What follows belongs to an exercise in optimizing a design on an open flow for small area; a production flow would make more cautious choices.
The RTL was checked by simulation tests, not by an equivalence proof against the original design. No driver is modelled on the clock port, so clocking that relies on it looks cheaper here than on a real chip.

rev 12:
// pm8121_codec
module pm8121_codec (
    input  wire        clk,
    input  wire        rst,
    input  wire        cmd_valid,
    output wire        cmd_ready,
    input  wire [15:0] cmd,
    output reg         rd_valid,
    output wire [7:0]  rd_data,
    input  wire        rx_valid,
    output wire        rx_ready,
    input  wire [9:0]  rx_word,
    output wire        tx_valid,
    input  wire        tx_ready,
    output wire [7:0]  tx_data,
    output wire        tx_last,
    input  wire        tx_fail
);
clock: 10.0 ns
lec_check: 0
cap_margin: 20
core_margin: 2
core_utilization: 40
cts_cluster_diameter: 80
cts_cluster_size: 30
slew_margin: 20
standard.sh (not shown) runs the stock make flow with config.mk's settings and CLKGATE_MAP_FILE= SYNTH_SCRIPT=/design/flow/synth_recipe.tcl, a recipe that flattens the netlist after the stock synthesis.
==> flow/flow/run.sh <==
#!/bin/bash
# The standard layout (standard.sh) with two changes:
#  1. synthesis uses flow/my_synth.tcl: the standard flow's synthesis script with an
#     area-oriented ABC mapping of the combinational logic (same registers);
#  2. clock tree synthesis runs without dummy loads, with clkbuf_8 in the tree
#     above the sink clusters.
# The clock period, constraints, floorplan, power grid, tap cells, port
# buffers, placement, routing and finishing are the standard flow's own.
set -euo pipefail
here=$(pwd)
sed "s#SYNTH_SCRIPT=[^ ]*#SYNTH_SCRIPT=$here/flow/my_synth.tcl#" standard.sh > my_standard.sh
grep -q "SYNTH_SCRIPT=$here/flow/my_synth.tcl" my_standard.sh
bash my_standard.sh synth > synth.log 2>&1
export CTS_ARGS="-sink_clustering_enable -repair_clock_nets -dont_use_dummy_load -sink_clustering_size 30 -sink_clustering_max_diameter 80 -tree_buf sky130_fd_sc_hd__clkbuf_8"
bash standard.sh > standard.log 2>&1
==> flow/flow/my_synth.tcl <==
# The standard synthesis script (synth_recipe.tcl) with one change: ORFS's
# final ABC technology mapping of the combinational logic runs Yosys's default
# liberty-mapping script (with &nf area recovery) instead of ORFS's
# delay-oriented abc_speed.script. Flip-flops are mapped by dfflibmap before
# this step, so the registers, their names and their cells are unchanged.
proc synth {args} { yosys synth -nofsm -noshare {*}$args }
proc abc {args} {
  set keep {}
  set i 0
  while {$i < [llength $args]} {
    set a [lindex $args $i]
    if {$a in {-liberty -dont_use}} {
      lappend keep $a [lindex $args [expr {$i + 1}]]
      incr i 2
    } elseif {$a in {-script -constr -D}} {
      incr i 2
    } else {
      lappend keep $a
      incr i
    }
  }
  yosys abc {*}$keep -script "+strash;&get,-n;&fraig,-x;&put;scorr;dc2;dretime;strash;&get,-n;&dch,-f;&nf,-R,1000;&put"
}
source $::env(SCRIPTS_DIR)/synth.tcl
# left out here: clear keep_hierarchy, flatten, clean up, hide names made inside functions, write 1_2_yosys.v
What rev 13 does differently from rev 12 at the input level:
==> flow/flow/run.sh <==
#!/bin/bash
# The standard layout (standard.sh: standard synthesis, floorplan, place,
# CTS, route, finish) with one change: clock tree synthesis runs without dummy
# loads, and with clkbuf_8 in the tree above the sink clusters. The clock
# period, constraints, power grid, tap cells and port buffering are the standard flow's.
set -euo pipefail
export CTS_ARGS="-sink_clustering_enable -repair_clock_nets -dont_use_dummy_load -sink_clustering_size 30 -sink_clustering_max_diameter 80 -tree_buf sky130_fd_sc_hd__clkbuf_8"
bash standard.sh > standard.log 2>&1
removed: flow/flow/my_synth.tcl
## What came out
Of rev 13 and rev 12, the run reporting the lower layout filler cell count was rev 12.
Taking rev 12 as the reference point, the global placement routability congestion of rev 13 rises by about 1%.
Compared with rev 12, rev 13 shows final area higher by 1.4%.
Going from rev 12 to rev 13, the die area was enlarged.
When the final numbers for rev 13 and rev 12 were put side by side, the wire length turned out to be smaller in rev 12.
Rev 12 and rev 13 ended up with roughly the same total internal power.
Register-to-register slack, rev 13 and rev 12, lower one = rev 12.
Max multiplexer share of the synthesized area across rev 13 and rev 12: rev 13
On utilization: between rev 13 and rev 12, it ends up higher for rev 12.
Area after synthesis (rev 13 vs. rev 12) increases by a few percent

## afterwards: timing with drivers on the ports
In the flow no input, the clock included, has a driving cell. The finished layouts below were timed again as built, in two steps. Step 1, drivers: a clkbuf_16 drives clk and a buf_2 each remaining input, both assumed. Step 2 adds t to the input delays and takes it off the output delays; t is the mean of the earliest and latest rising clock arrival at the registers after step 1. Input paths then give back, and output paths get back, about the clock's delay inside the block. a / b / c = ideal / step 1 / step 2; a / b = the first two.
| run | shift t [ns] | slack for setup (ns) | worst setup path at the end | clock arrival spread, ns |
|---|---|---|---|---|
| rev 12 | 0.878 | 0.992 / 0.918 / 0.915 | input to register | 0.134 / 0.134 |
| rev 13 | 0.917 | 1.927 / 1.904 / 1.904 | input to output | 0.194 / 0.194 |
After both steps every run listed still meets setup and hold. For rev 12, which loses most, drivers alone change the setup slack by -0.074 ns; drivers and shift together by -0.077 ns.
